Context: an optimization exercise on an open-source flow, tuned for small area, a short achievable clock period and few clock cycles per item. The choices shown serve that exercise and are no tape-out recipe.
At most, simulation tests tie the RTL to the original design; equivalence was not proved.
Power and IR drop assume default switching activity.

## run 1
==> flow/design.v <==
module bigreg_bcd (
    input  wire         clk,
    input  wire         rst,       
    input  wire         start,     
    input  wire         op,        
    input  wire [127:0] src,
    output wire         ready,
    output reg          done,
    output wire [255:0] result
);
    localparam K  = 4;             
    localparam NC = 128 / K;       
    localparam PW = $clog2(NC);
    localparam NI = 39;            
    localparam F0 = 26;            
    reg          busy;
    reg          last;             
    reg          op_r;
    reg          run_i, run_f;     
    reg [PW-1:0] ptr;              
    reg [K-1:0]  chunk_r;          
    reg [127:0]  work;
    reg [255:0]  res;
    assign ready  = !busy;
    assign result = res;
    reg [NC-1:0] nz, a, hi;
    reg [PW-1:0] top;
    integer c, k, b0;
    always @(*) begin
        nz = {NC{1'b0}};
        for (c = 1; c < NC - 2; c = c + 1)
            nz[c] = |src[c*K +: K];
        a = nz;
        for (k = 0; k < PW; k = k + 1)
            for (c = 0; c < NC; c = c + 1) begin
                b0 = (c >> (k + 1)) << (k + 1);
                if (c < b0 + (1 << k))
                    a[c] = a[c] | a[b0 + (1 << k)];
            end
        for (c = 0; c < NC - 1; c = c + 1)
            hi[c] = nz[c] & ~a[c+1];
        hi[NC-1] = nz[NC-1];
        for (k = 0; k < PW; k = k + 1) begin
            top[k] = 1'b0;
            for (c = 0; c < NC; c = c + 1)
                if ((c >> k) & 1)
                    top[k] = top[k] | hi[c];
        end
    end
    wire top_nz = |src[127 -: 2*K];
    wire [PW-1:0] q1    = (op | top_nz) ? NC - 3 : top;
    wire [PW-1:0] csel  = ptr ^ {PW{op_r}};
    wire [K-1:0]  chunk = work[csel*K +: K];
    reg  [K-1:0]  chunk_ord;
    integer j;
    always @(*)
        for (j = 0; j < K; j = j + 1)
            chunk_ord[j] = op_r ? chunk[j] : chunk[K-1-j];
    reg  [K-1:0]  chunk_in;
    always @(*)
        for (j = 0; j < K; j = j + 1)
            chunk_in[j] = op ? src[K+j] : src[127-K-j];
    wire [3:0]  ci4 = src[127:124];
    wire [7:0]  init_i = (ci4 >= 4'd10) ? {4'd1, ci4 - 4'd10} : {4'd0, ci4};
    reg  [15:0] init_f;
    always @(*)
        case (src[3:0])
        4'd0:  init_f = 16'h0000;  4'd1:  init_f = 16'h0625;
        4'd2:  init_f = 16'h1250;  4'd3:  init_f = 16'h1875;
        4'd4:  init_f = 16'h2500;  4'd5:  init_f = 16'h3125;
        4'd6:  init_f = 16'h3750;  4'd7:  init_f = 16'h4375;
        4'd8:  init_f = 16'h5000;  4'd9:  init_f = 16'h5625;
        4'd10: init_f = 16'h6250;  4'd11: init_f = 16'h6875;
        4'd12: init_f = 16'h7500;  4'd13: init_f = 16'h8125;
        4'd14: init_f = 16'h8750;  default: init_f = 16'h9375;
        endcase
    wire [255:0] init = op ? {init_f, 240'd0} : {248'd0, init_i};
    wire [255:0] lv [0:K];
    assign lv[0] = res;
    genvar l, i;
    generate
        for (l = 0; l < K; l = l + 1) begin : g_lvl
            wire bit_in = chunk_r[l];
            wire [255:0] d = lv[l];
            wire [255:0] n;
            for (i = 0; i < 64; i = i + 1) begin : g_dig
                wire [3:0] x = d[4*i +: 4];
                wire [3:0] ni, nf;
                if (i == NI - 1) begin : g_it
                    wire ci = d[4*i-1] | (d[4*i-2] & (d[4*i-3] | d[4*i-4]));
                    assign ni = {x[2:0], ci};
                end else if (i < NI) begin : g_i
                    wire ci = (i == 0) ? bit_in
                            : (d[4*i-1] | (d[4*i-2] & (d[4*i-3] | d[4*i-4])));
                    wire m2 = (x[2] & ~x[1] & ~x[0]) | (x[3] & x[0]);
                    wire m1 = (~x[2] & x[1]) | (x[2] & x[1] & x[0]) | (x[3] & ~x[0]);
                    wire m0 = (~x[3] & ~x[2] & x[0]) | (x[2] & x[1] & ~x[0]) | (x[3] & ~x[0]);
                    assign ni = {m2, m1, m0, ci};
                end else begin : g_ni
                    assign ni = 4'd0;
                end
                if (i >= F0) begin : g_f
                    wire b  = (i == 63) ? bit_in : d[4*i+4];
                    wire t  = x[3] | (x[2] & x[1]);
                    wire f3 = b & t;
                    wire f2 = (b & ~t) | (~b & x[3]);
                    wire f1 = (b & x[2] & ~x[1]) | (b & ~x[2] & x[1]) | (~b & x[2]);
                    wire f0 = (b & ~x[1]) | (~b & x[1]);
                    assign nf = {f3, f2, f1, f0};
                end else begin : g_nf
                    assign nf = 4'd0;
                end
                if (i < F0) begin : g_oi
                    assign n[4*i +: 4] = ni;
                end else if (i >= NI) begin : g_of
                    assign n[4*i +: 4] = nf;
                end else begin : g_ob
                    wire sel = (l % 3 == 0) ? op_r : (l % 3 == 1) ? run_f : !run_i;
                    assign n[4*i +: 4] = sel ? nf : ni;
                end
            end
            assign lv[l+1] = n;
        end
    endgenerate
    wire [255:0] keep = {{(256-4*F0){run_f}}, {(4*F0){run_i}}} |
                        {{(256-4*NI){1'b0}}, {(4*(NI-F0)){busy}}, {(4*F0){1'b0}}};
    always @(posedge clk) begin
        if (!busy) begin
            op_r    <= op;
            work    <= src;
            chunk_r <= chunk_in;
            ptr     <= q1;
            last    <= 1'b0;
        end else begin
            chunk_r <= chunk_ord;
            ptr     <= ptr - 1'b1;
            last    <= (ptr == {PW{1'b0}});
        end
        if (rst) begin
            busy  <= 1'b0;
            run_i <= 1'b0;
            run_f <= 1'b0;
            done  <= 1'b0;
        end else begin
            done <= 1'b0;
            if (!busy) begin
                if (start) begin
                    busy  <= 1'b1;
                    run_i <= !op;
                    run_f <= op;
                end
            end else begin
                if (last) begin
                    busy  <= 1'b0;
                    run_i <= 1'b0;
                    run_f <= 1'b0;
                    done  <= 1'b1;
                end
            end
        end
        res <= busy ? (lv[K] & keep) : init;
    end
endmodule
Settings: LEC_CHECK=0, ABC_AREA=1, CAP_MARGIN=20, CORE_MARGIN=2, CORE_UTILIZATION=60, SETUP_SLACK_MARGIN=5, SLEW_MARGIN=20; clock period 10.0 ns.
standard.sh (not shown) runs the stock make flow with config.mk's settings and CLKGATE_MAP_FILE= SYNTH_SCRIPT=/design/flow/synth_recipe.tcl, a recipe that flattens the netlist after the stock synthesis.
==> flow/flow/run.sh <==
#!/bin/bash
set -euo pipefail
bash standard.sh SETUP_SLACK_MARGIN=6.5 "BUFFER_PORTS_ARGS=-buffer_cell sky130_fd_sc_hd__buf_1" finish > standard.log 2>&1
Setup changes, run 1 to run 2
# run 1
export LEC_CHECK = 0
export ABC_AREA = 1
export CAP_MARGIN = 20
export CORE_MARGIN = 2
export CORE_UTILIZATION = 60
export SETUP_SLACK_MARGIN = 5
export SLEW_MARGIN = 20
create_clock -name core_clock -period 10.0 [get_ports {clk}]
# run 2
export LEC_CHECK = 0
export ABC_AREA = 1
export CAP_MARGIN = 20
export CORE_MARGIN = 2
export CORE_UTILIZATION = 40
export SETUP_SLACK_MARGIN = 5
export SLEW_MARGIN = 20
create_clock -name core_clock -period 10.0 [get_ports {clk}]
==> flow/flow/run.sh <==
#!/bin/bash
set -euo pipefail
bash standard.sh SETUP_SLACK_MARGIN=6.0 finish > standard.log 2>&1
--- outcome ---
- In run 2, the power share of the clock group came out 0.4 points below the value in run 1.
- Overall power of the completed layout sits higher in run 2 than in run 1.
- Run 1 has lower full die area than run 2.
- Measured against each other, run 2 and run 1 differ in wire length of the first global-routing pass, the higher figure coming from run 2.
- Run 2: clock period minus worst slack is 490 ps higher than what run 1 reported.
- Run 2 vs. run 1: storage element area closely matched the old numbers; layout overhead on the synthesized area increased by 9.0 points relative to the old numbers.
- Total met3 wirelength after detailed routing of run 2 falls short of that of run 1 by more than 10%.
- Side by side, non-clock buffer count turned out higher in run 2 than in run 1.
- Wire length, run 2 and run 1: higher on run 2
Edits applied to the flow inputs when going from run 2 to run 3:
==> flow/flow/run.sh <==
#!/bin/bash
set -euo pipefail
bash standard.sh SETUP_SLACK_MARGIN=6.5 finish > standard.log 2>&1
==> run summary <==
- Of the two candidates, run 2 has the worse maximum frequency and run 3 the better one.
- Via total after detailed routing of run 3 is on par with run 2.
- Lower minimum clock period after layout among run 3 and run 2: run 3
- Run 3 vs. run 2: weighted congestion reported at the end of routability-driven placement went up by about 0.5%.
- On cell-internal power, run 3 tracks run 2 almost exactly.
- When run 3 is set beside run 2, its worst setup slack turns out to be 480 ps larger.
- Run 3 against run 2: non-clock buffer count has increased, total non-filler cell area in the finished layout has increased.
- Max sequential standard cell area across run 3 and run 2: run 3
- Between run 2 and run 3, combinational cell fraction of total power decreased.
No run of this note included a check of the RTL's function; only the layout flow was run.

bigreg_bcd, a different RTL version from the one above (not shown whole).
For scale: about 3,900 cells after synthesis, about 400 flip-flops, about 390 I/O pins, roughly 27,000 sq um of cells after synthesis.
clock: 10.0 ns
lec_check: 0
abc_area: 1
cap_margin: 20
core_margin: 2
core_utilization: 40
setup_slack_margin: 5
slew_margin: 20
==> flow/flow/run.sh <==
#!/bin/bash
set -euo pipefail
cp -r "$FLOW_HOME/scripts" scripts_mod
cp flow/abc_area.script scripts_mod/abc_area.script
bash standard.sh SCRIPTS_DIR="$PWD/scripts_mod" SETUP_SLACK_MARGIN=7 finish > standard.log 2>&1
==> flow/flow/abc_area.script <==
strash
dc2
dch -f
amap
The baseline went through all stages and came out clean.
Next try:
==> flow/flow/run.sh (replaced) <==
#!/bin/bash
set -euo pipefail
bash standard.sh SETUP_SLACK_MARGIN=7 finish > standard.log 2>&1
removed: flow/flow/abc_area.script
The changed run ran to the end with no violations.
Design area went down by about 1.5%.
Count of clock-buffer cells in the layout went down by 7.
Wire length went down by about 7%.
Via count went up by about 2.7%.
Core utilization went down by 10 points.
Setup slack is better by 1.5 ns.
Global-route usage went down by 3.2 points.
Hold slack is better by 0.086 ns.
Sequential power went down by about 4%.
Clock power stays flat.
Die area went up by 16%.
Function was not checked in any run of this note: the RTL went through the layout flow alone.

Setup of v39:
Another version of the RTL of bigreg_bcd (not shown whole).
For scale: roughly 390 I/O pins.
==> flow/design.v (excerpt) <==
module bigreg_bcd (
    input  wire         clk,
    input  wire         rst,       
    input  wire         start,     
    input  wire         op,        
    input  wire [127:0] src,
    output wire         ready,
    output reg          done,
    output wire [255:0] result
);
clock: 10.0 ns
lec_check: 0
abc_area: 1
cap_margin: 20
core_margin: 2
core_utilization: 60
setup_slack_margin: 5
slew_margin: 20
==> flow/flow/run.sh <==
#!/bin/bash
set -euo pipefail
bash standard.sh SETUP_SLACK_MARGIN=6.8 \
  "BUFFER_PORTS_ARGS=-buffer_cell sky130_fd_sc_hd__buf_1" \
  "CTS_ARGS=-sink_clustering_enable -repair_clock_nets -dont_use_dummy_load" \
  finish > standard.log 2>&1
Testbench counts of v39, summed over its fixed seeds: cycles 10,856, items 384.
Changes in v19 relative to v39:
Settings: CORE_UTILIZATION now 70, was 60.
==> run summary <==
| setup slack | v19 vs v39 | 160 ps lower |. Total via count after detailed routing (v19 vs. v39) increases by a few percent. Against v39, v19 comes in 4300 microns higher on final wirelength. STATUS wire length of the first global-routing pass: v19 loses against v39. Compared v39 against v19; setup skew after layout within noise. Between v39 and v19, global routing usage summed across all routing layers is higher for v19, v39 comes in under that. In the final reports, the cell area of v19 is smaller than that of v39.
Input changes introduced in v46 (baseline for comparison: v19):
Settings: swapping 70 for 60 in CORE_UTILIZATION.
==> flow/flow/run.sh <==
#!/bin/bash
set -euo pipefail
bash standard.sh SETUP_SLACK_MARGIN=6.7 \
  "BUFFER_PORTS_ARGS=-buffer_cell sky130_fd_sc_hd__buf_1" \
  "CTS_ARGS=-sink_clustering_enable -repair_clock_nets -dont_use_dummy_load" \
  finish > standard.log 2>&1
## What came out
Changes observed in v46 relative to v19: post-detailed-route DRC marker count ~0 delta, combinational group share of total power lost 0.7 points. Relative to v19, combinational power has decreased by about 2% in v46. Via count, v19 and v46: lower on v46. v46 against v19: clock latency at the later pin of the worst-skew pair barely changed, post-layout instance count excluding filler cells increased by 92 relative to the old numbers, portion of the clock cycle consumed by the worst path in the final layout fell 1.4 points.
Inputs modified between v46 and v40:
==> flow/flow/run.sh <==
#!/bin/bash
set -euo pipefail
cp -r "$FLOW_HOME/scripts" scripts_mod
cp flow/abc_area.script scripts_mod/abc_area.script
bash standard.sh SCRIPTS_DIR="$PWD/scripts_mod" SETUP_SLACK_MARGIN=6.8 "BUFFER_PORTS_ARGS=-buffer_cell sky130_fd_sc_hd__buf_1" finish > standard.log 2>&1
==> flow/flow/abc_area.script (new file) <==
strash
&get -n
&deepsyn -T 60
&dch -f
&nf
&put
Notes after the runs:
In the reports for v40 and v46, the larger core utilization of the finished layout belongs to v40. v40 vs. v46: footprint of the flip-flops and latches went up about 3.4%, design area went up 6.3%. Summary of the comparison: maximum clock frequency is lower in v40, relative to v46.
The inputs of v38 differ from those of v40 as listed below.
==> flow/flow/run.sh <==
#!/bin/bash
set -euo pipefail
bash standard.sh SETUP_SLACK_MARGIN=6.8 \
  "BUFFER_PORTS_ARGS=-buffer_cell sky130_fd_sc_hd__buf_1" \
  "CTS_ARGS=-sink_clustering_enable -repair_clock_nets -dont_use_dummy_load -buf_list sky130_fd_sc_hd__clkbuf_8" \
  finish > standard.log 2>&1
removed: flow/flow/abc_area.script
### Flow results
Startpoint of the worst setup timing path = busy: v38; startpoint of the worst setup timing path = op_r: v40
Compared with v40, v38 shows a higher wire length of the first global-routing pass.
Taking v40 as the reference, in v38 clock skew after layout went up 7.1 ps, leakage power summed over all cells went up 25%, global-route usage went down 4.1 points, count of clock-buffer cells in the layout went up about 4.5%, synthesized-area fraction occupied by adder cells held.
The lower portion of netlist area occupied by mux cells of v40 and v38 is in v38.
Run comparison: v38 critical path start-end classification flop to output port; v40 critical path start-end classification flop to flop
Critical path depth came out lower on v38 than on v40.
The lower total inserted antenna cells of v40 and v38 is in v40.
Input changes introduced in v21 (baseline for comparison: v38):
==> flow/flow/run.sh <==
#!/bin/bash
set -euo pipefail
bash standard.sh SETUP_SLACK_MARGIN=6.8 "BUFFER_PORTS_ARGS=-buffer_cell sky130_fd_sc_hd__buf_1" finish > standard.log 2>&1
### Flow results
- Delta(clock share of power, v21 - v38) > 0
- Side by side, share of the final layout cell area in multi-input gates turned out higher in v21 than in v38.
- Changes observed in v21 relative to v38: sequential group power stayed essentially flat; final core utilization fell by 0.38 points; combinational share of power fell by 4.9 points.
- [v21 vs v38] clock-cell share of area: higher in v21
- Of v21 and v38, v21 shows the lower portion of the clock cycle consumed by the worst path in the final layout, with v38 above it.

-- port drivers added, routing unchanged --
Ports are ideal in the flow. The routed layouts listed here were re-timed in OpenROAD. Step 1 sets driving cells, clkbuf_16 on the clock port and buf_2 on the other inputs (assumed; they add their load-dependent delay and slew). Step 2 also shifts input and output timing later by t, the mid clock arrival at the registers, as if the neighbouring blocks saw the same clock. Slacks: no drivers / after step 1 / after step 2; pairs: no drivers / after step 1.
run	shift t [ns]	setup WS [ns]	clock arrival spread, ns	worst register clock-pin slew, ns	worst data-port slew with drivers (ns)
run 1	0.646	6.555 / 6.493 / 6.002	0.030 / 0.030	0.07 / 0.07	0.11
run 2	0.675	6.065 / 6.000 / 5.488	0.026 / 0.026	0.06 / 0.06	0.11
run 3	0.673	6.547 / 6.483 / 5.901	0.030 / 0.030	0.06 / 0.06	0.13
the first run of note 2	0.672	4.982 / 5.016 / 4.343	0.041 / 0.041	0.06 / 0.06	0.11
the second run of note 2	0.667	6.496 / 6.529 / 5.862	0.035 / 0.035	0.07 / 0.07	0.13
v39	0.631	6.744 / 6.682 / 6.219	0.068 / 0.067	0.06 / 0.06	0.10
v19	0.642	6.580 / 6.580 / 6.099	0.070 / 0.070	0.07 / 0.07	0.19
v46	0.629	6.718 / 6.655 / 6.120	0.069 / 0.069	0.06 / 0.06	0.09
v40	0.669	6.180 / 6.180 / 5.791	0.040 / 0.039	0.07 / 0.07	0.09
v38	0.701	6.694 / 6.630 / 6.141	0.053 / 0.053	0.07 / 0.07	0.10
v21	0.662	6.727 / 6.665 / 6.091	0.049 / 0.048	0.07 / 0.07	0.11
After both steps every run listed still meets setup and hold. The setup slack of run 3, which loses most, moves by -0.064 ns with the drivers and by -0.646 ns with both steps.
